This design comes from an exercise in tuning for small area, a short achievable clock period and few clock cycles on the open sky130 flow, not from production work.
Only simulation tests tie the RTL to the original design; equivalence was not proved.

==> flow/design.v <==
module fpga_disp_next (
  input  wire        rdy,
  input  wire [2:0]  st,
  input  wire        cs,
  input  wire        rst_l,
  input  wire        sclk,
  input  wire        set0,
  input  wire [8:0]  cnt,
  input  wire        aux,
  input  wire        intn,
  input  wire        redraw,
  input  wire        fb_we,
  input  wire [14:0] fb_addr,
  input  wire [7:0]  fb_data,
  output reg         rdy_i,
  output reg  [2:0]  st_i,
  output reg         set0_i,
  output reg  [8:0]  cnt_i,
  output reg         intn_i,
  output reg         redraw_i,
  output reg         we_i,
  output reg  [14:0] addr_i,
  output reg  [7:0]  data_i,
  output wire        stall_b,       
  output reg  [2:0]  st_b,
  output reg  [8:0]  cnt_b,
  output wire        aux_b,
  output reg         intn_b,
  output wire        we_b,
  output wire        cs_fall,       
  output wire        sclk_inc,      
  output wire        sclk_hit,      
  output wire [5:0]  scnt_inc,
  output wire        rst_fall,      
  output wire        rst_rise       
);
  localparam [4:0] C_SKIP = 5'd28,    
                   C_SET0 = 5'd23,    
                   C_SET1 = 5'd31;    
  localparam [14:0] A_TOP = 15'd25308;
  wire [4:0] cls   = fb_addr[4:0];    
  wire [5:0] scnt  = fb_addr[12:7];   
  wire       s_prog  = st == 3'd0;
  wire       s_cmd   = st == 3'd1;
  wire       s_param = st == 3'd2;
  wire       s_scene = st == 3'd3;
  wire       s_line  = st == 3'd4;
  wire       s_data  = st == 3'd5;
  wire       s_fill  = st[2:1] == 2'b11;
  wire [7:0] d = fb_data;             
  wire [7:0] exp_c =
    (cls == 5'd0) ? "D" :
    (cls == 5'd1) ? "a" :
    (cls == 5'd2) ? "t" :
    (cls == 5'd3) ? "e" :
    (cls == 5'd4) ? ":" :
    (cls == 5'd5) ? " " :
    (cls == 5'd6) ? "D" :
    (cls == 5'd7) ? "e" :
    (cls == 5'd8) ? "c" :
    (cls == 5'd9) ? " " :
    (cls == 5'd10) ? "1" :
    (cls == 5'd11) ? "0" :
    (cls == 5'd12) ? " " :
    (cls == 5'd13) ? "2" :
    (cls == 5'd14) ? "0" :
    (cls == 5'd15) ? "1" :
    (cls == 5'd16) ? "4" :
    (cls == 5'd17) ? " " :
    (cls == 5'd18) ? "0" :
    (cls == 5'd19) ? "8" :
    (cls == 5'd20) ? ":" :
    (cls == 5'd21) ? "3" :
    (cls == 5'd22) ? "0" :
    8'h00;
  reg [4:0] cls_n;
  always @(*) begin
    cls_n = cls;
    if (cls < 5'd23) begin
      if (d == 8'h00) cls_n = (cls < 5'd5) ? 5'd0 : C_SET1;
      else if (d == exp_c) cls_n = cls + 5'd1;    
      else cls_n = (cls < 5'd5) ? C_SKIP : C_SET1;
    end else if (cls == C_SKIP && d == 8'h00) begin
      cls_n = 5'd0;
    end
  end
  wire [8:0] cnt_inc = cnt + 9'd1;
  wire       col_end = cnt[7:0] == 8'd172;    
  wire       fresh   = aux && s_data;
  wire [7:0] adj_col = fresh ? ((d < 8'd148) ? d : 8'd0) : s_scene ? 8'd0 : fb_addr[7:0];
  wire [14:0] a_adj  = A_TOP + adj_col + (!fresh && !s_scene);
  always @(*) begin
    rdy_i    = rdy;
    st_i     = st;
    set0_i   = set0;
    cnt_i    = cnt;
    intn_i   = intn;
    redraw_i = redraw;
    we_i     = 1'b0;
    addr_i   = fb_addr;
    data_i   = fb_data;
    if (fb_we || fresh || s_scene)
      addr_i = (col_end || fresh || s_scene) ? a_adj : fb_addr - 15'd148;
    if (s_prog && aux)
      addr_i[4:0] = cls_n;
    if (s_prog && !rdy) begin
      rdy_i        = 1'b1;
      intn_i       = 1'b1;
      cnt_i        = 9'd0;
      addr_i[12:7] = 6'd0;
      addr_i[4:0]  = 5'd0;
    end
    if (s_prog || (s_cmd && aux))
      set0_i = cls == C_SET0;
    if (!rdy && s_cmd) begin
      rdy_i  = 1'b1;
      intn_i = 1'b1;
      if (set0) begin
        if (d == 8'h01) begin st_i = 3'd2; cnt_i = 9'd0; end
        else if (d == 8'h04) st_i = 3'd3;
        else begin intn_i = 1'b0; st_i = 3'd1; end
      end else begin
        if (d == 8'h00) ;
        else if (d == 8'h01) st_i = 3'd4;
        else if (d == 8'h02) begin redraw_i = 1'b1; intn_i = 1'b0; st_i = 3'd1; end
        else begin intn_i = 1'b0; st_i = 3'd1; end
      end
    end
    if (!rdy && s_scene) begin
      intn_i = 1'b0;
      st_i   = 3'd1;
      if (d[7:2] == 6'd0) begin
        st_i     = (d[1:0] == 2'd1) ? 3'd7 : 3'd6;
        redraw_i = 1'b1;
        we_i     = 1'b1;
        data_i   = (d[1:0] == 2'd2) ? 8'h30 : (d[1:0] == 2'd3) ? 8'h0C : 8'h00;
        cnt_i    = 9'd1;
      end else begin
        rdy_i = 1'b1;
      end
    end
    if (s_fill) begin
      we_i = 1'b1;
      if (col_end)
        cnt_i = {(fb_addr[7:0] >= 8'd49) && (fb_addr[7:0] <= 8'd96), 8'd1};
      else
        cnt_i[7:0] = cnt_inc[7:0];
      if (st[0])
        data_i = (cnt[8] && cnt[7:0] >= 8'd62 && cnt[7:0] <= 8'd109) ? 8'hFC : 8'h00;
      if (fb_addr == 15'd295) begin               
        rdy_i = 1'b1;
        st_i  = 3'd1;
      end
    end
  end
  wire trig = cnt[7:0] == 8'd188;
  assign stall_b = cs && (s_cmd || s_scene);
  assign aux_b   = cs && ((s_prog && !cnt[8] && cnt[8:1] != 8'd0) || s_line);
  assign we_b    = cs && s_data && !trig && cnt[7:0] < 8'd172;
  always @(*) begin
    st_b   = st;
    cnt_b  = cnt;
    intn_b = intn;
    if (cs) begin
      case (st)
        3'd0:  if (!cnt[8]) cnt_b = cnt_inc;
        3'd2: begin
          if (cnt[1:0] == 2'd3) begin intn_b = 1'b0; st_b = 3'd1; end
          else cnt_b = cnt_inc;
        end
        3'd4: begin
          cnt_b  = 9'd240;
          st_b   = 3'd5;
          intn_b = 1'b1;
        end
        3'd5: begin
          if (trig) begin
            st_b   = 3'd4;
            intn_b = 1'b0;
          end else begin
            cnt_b = cnt_inc;
          end
        end
        default: ;
      endcase
    end
  end
  assign cs_fall  = cs && !s_prog;
  assign sclk_inc = !sclk && !cs && s_prog;
  assign sclk_hit = sclk_inc && scnt == 6'd19;        
  assign scnt_inc = {scnt[4:0], ~(scnt[5] ^ scnt[4])};
  assign rst_fall = rst_l;
  assign rst_rise = !rst_l;
endmodule
module fpga_disp_ctrl (
  input  wire        clk,
  input  wire        rst,        
  input  wire        ev_valid,
  output wire        ev_ready,
  input  wire [2:0]  ev_type,
  input  wire [7:0]  ev_data,
  output reg         intn,
  output reg         cdone,
  output reg         redraw,
  output reg         fb_we,
  output reg  [14:0] fb_addr,
  output reg  [7:0]  fb_data
);
  reg        rdy;           
  reg [2:0]  st;
  reg        cs, rst_l, sclk;
  reg        set0;          
  reg [8:0]  cnt;
  reg        aux;
  assign ev_ready = rdy;
  wire        rdy_i, set0_i, intn_i, redraw_i, we_i;
  wire [2:0]  st_i, st_b;
  wire [8:0]  cnt_i, cnt_b;
  wire [14:0] addr_i;
  wire [7:0]  data_i;
  wire        stall_b, aux_b, intn_b, we_b;
  wire        cs_fall, sclk_inc, sclk_hit, rst_fall, rst_rise;
  wire [5:0]  scnt_inc;
  fpga_disp_next u_next (
    .rdy(rdy), .st(st), .cs(cs), .rst_l(rst_l), .sclk(sclk), .set0(set0),
    .cnt(cnt), .aux(aux), .intn(intn), .redraw(redraw), .fb_we(fb_we),
    .fb_addr(fb_addr), .fb_data(fb_data),
    .rdy_i(rdy_i), .st_i(st_i), .set0_i(set0_i), .cnt_i(cnt_i), .intn_i(intn_i),
    .redraw_i(redraw_i), .we_i(we_i), .addr_i(addr_i), .data_i(data_i),
    .stall_b(stall_b), .st_b(st_b), .cnt_b(cnt_b), .aux_b(aux_b), .intn_b(intn_b),
    .we_b(we_b),
    .cs_fall(cs_fall), .sclk_inc(sclk_inc), .sclk_hit(sclk_hit), .scnt_inc(scnt_inc),
    .rst_fall(rst_fall), .rst_rise(rst_rise)
  );
  wire acc  = ev_valid && rdy;
  wire b0   = ev_data[0];
  wire e_b  = acc && ev_type == 3'd0;                   
  wire e_c0 = acc && ev_type == 3'd1 && !b0 && cs_fall;  
  wire e_s  = acc && ev_type == 3'd2;                   
  wire e_s1 = e_s && b0 && sclk_inc;                    
  wire e_r  = acc && ev_type == 3'd3;                   
  wire e_r0 = e_r && !b0 && rst_fall;                   
  wire e_r1 = e_r && b0 && rst_rise;                    
  wire e_n  = acc && ev_type == 3'd4;                   
  always @(posedge clk) begin
    if (rst) begin
      rdy    <= 1'b0;           
      st     <= 3'd0;
      cs     <= 1'b0;
      rst_l  <= 1'b0;
      sclk   <= 1'b0;
      cdone  <= 1'b0;
      redraw <= 1'b0;
      fb_we  <= 1'b0;
    end else begin
      rdy    <= !e_r0 && rdy_i && !(e_b && stall_b);
      st     <= e_r0 ? 3'd0 :
                (e_c0 || (e_s1 && sclk_hit)) ? 3'd1 :
                e_b ? st_b : st_i;
      if (acc && ev_type == 3'd1) cs <= b0;
      if (e_r) rst_l <= b0;
      if (e_s) sclk <= b0;
      cdone  <= (e_s1 && sclk_hit) ? 1'b1 : e_r1 ? 1'b0 : cdone;
      redraw <= e_n ? 1'b0 : redraw_i;
      fb_we  <= e_b ? we_b : we_i;
    end
    cnt    <= e_b ? cnt_b : cnt_i;
    aux    <= (e_b && aux_b) || (e_s1 && sclk_hit);
    intn   <= (e_c0 || (e_s1 && sclk_hit)) ? 1'b0 : e_b ? intn_b : intn_i;
    set0   <= set0_i;
    fb_data <= rdy ? ev_data : data_i;
    fb_addr[14:13] <= addr_i[14:13];
    fb_addr[12:7]  <= e_s1 ? scnt_inc : addr_i[12:7];
    fb_addr[6:0]   <= addr_i[6:0];
  end
endmodule
==> flow/config.mk <==
export PLATFORM = sky130hd
export DESIGN_NAME = fpga_disp_ctrl
export DESIGN_NICKNAME = fpga_disp_ctrl
export VERILOG_FILES = /design/flow/design.v
export SDC_FILE = /design/flow/constraint.sdc
export NUM_CORES = 4
export LEC_CHECK = 0
export ABC_AREA = 1
export CAP_MARGIN = 20
export CORE_MARGIN = 2
export CORE_UTILIZATION = 40
export CTS_BUF_LIST = sky130_fd_sc_hd__clkbuf_8
export SETUP_SLACK_MARGIN = 5
export SLEW_MARGIN = 20
export SYNTH_HIERARCHICAL = 1
export SYNTH_MINIMUM_KEEP_SIZE = 0
==> flow/constraint.sdc <==
create_clock -name core_clock -period 8.0 [get_ports {clk}]
set_input_delay 1.6000 -clock core_clock [delete_from_list [all_inputs] [get_ports {clk}]]
set_output_delay 1.6000 -clock core_clock [all_outputs]
set_load 0.01 [all_outputs]
standard.sh (not shown) runs the stock make flow with config.mk's settings and CLKGATE_MAP_FILE= SYNTH_SCRIPT=/design/flow/synth_recipe.tcl, a recipe that flattens the netlist after the stock synthesis.
==> flow/flow/run.sh <==
#!/bin/bash
# Layout flow: the standard ORFS flow (standard.sh: ORFS synthesis with
# synth_recipe.tcl, floorplan, power grid, tap cells, placement, CTS, routing),
# with these changes, all passed to make as VAR=value:
#  - synthesis runs synth_recipe.tcl through flow/synth_abc.tcl, which only
#    swaps ABC's mapping script for flow/area.abc (an area-oriented mapping;
#    the flip-flops are mapped before ABC and stay as synth_recipe.tcl maps them);
#  - ADDER_MAP_FILE is empty, so adders are left to ABC as plain gates;
#  - the port buffers are plain buffers (buffer_ports -buffer_cell);
#  - any further settings in flow/extra.env, one VAR=value per line.
# make's full output goes to orfs_flow.log here; ORFS writes each step's log
# under orfs/logs/.
set -euo pipefail
here=$(pwd)
export FLOW_SYNTH_TCL="$here/synth_recipe.tcl"
export FLOW_ABC_SCRIPT="$here/flow/area.abc"
extra=("SYNTH_SCRIPT=$here/flow/synth_abc.tcl" "ADDER_MAP_FILE="
       "BUFFER_PORTS_ARGS=-buffer_cell sky130_fd_sc_hd__buf_2")
if [[ -f flow/extra.env ]]; then
  while IFS= read -r line; do
    [[ -z "$line" || "$line" == \#* ]] && continue
    extra+=("$line")
  done < flow/extra.env
fi
bash standard.sh "${extra[@]}" finish > "$here/orfs_flow.log" 2>&1
==> flow/flow/area.abc <==
strash
dch -f
map -a
strash
dch -f
map -a
strash
dch -f
map -D 1500
topo
==> flow/flow/extra.env <==
SETUP_SLACK_MARGIN=5.3
BUFFER_PORTS_ARGS=-buffer_cell sky130_fd_sc_hd__buf_1
==> flow/flow/synth_abc.tcl <==
# The standard flow's synthesis script (synth_recipe.tcl, unchanged), with the ABC
# technology-mapping script replaced by the one in FLOW_ABC_SCRIPT. ABC maps
# only the combinational logic; the flip-flops are mapped before it.
proc abc {args} {
  set i [lsearch -exact $args -script]
  if {$i >= 0 && [info exists ::env(FLOW_ABC_SCRIPT)]} {
    lset args [expr {$i + 1}] $::env(FLOW_ABC_SCRIPT)
  }
  yosys abc {*}$args
}
source $::env(FLOW_SYNTH_TCL)
The baseline ran to the end with no violations.
Testbench counts at the start, summed over its fixed seeds: cycles 661,407.
Rerun with:
==> flow/flow/area.abc (replaced) <==
strash
dch -f
map -a
strash
dch -f
map -a
strash
dch -f
map -D 1800
topo
dnsize
Setup slack hardly moves.
Maximum frequency hardly moves.
Sequential cell count is unchanged.
Routed wire length went up by about 2.5%.
Area after synthesis hardly moves.
Final area went up by about 6%.

-- afterwards: timing with drivers on the ports --
The flow's constraints put no driver on any port. The routed layouts listed below were extracted and timed again, unchanged, in two steps.
Step 1: set_driving_cell puts a clkbuf_16 on clk and a buf_2 on each other input, an assumption about the parent block.
Step 2, shift: input delay + t, output delay - t, t = (earliest + latest rising clock arrival at the registers) / 2. This alone moves slack from input paths to output paths.
Three values: ideal ports, drivers, drivers and shift; two values: the first two.
run | t (ns) | setup WS [ns] | cell pins on the clock port's net
the first run | 0.336 | 5.362 / 5.330 / 5.076 | 1
the second run | 0.336 | 5.359 / 5.325 / 5.085 | 1
After both steps setup and hold are still met in every run listed. For the first run, which loses most, drivers alone change the setup slack by -0.032 ns; drivers and shift together by -0.286 ns.
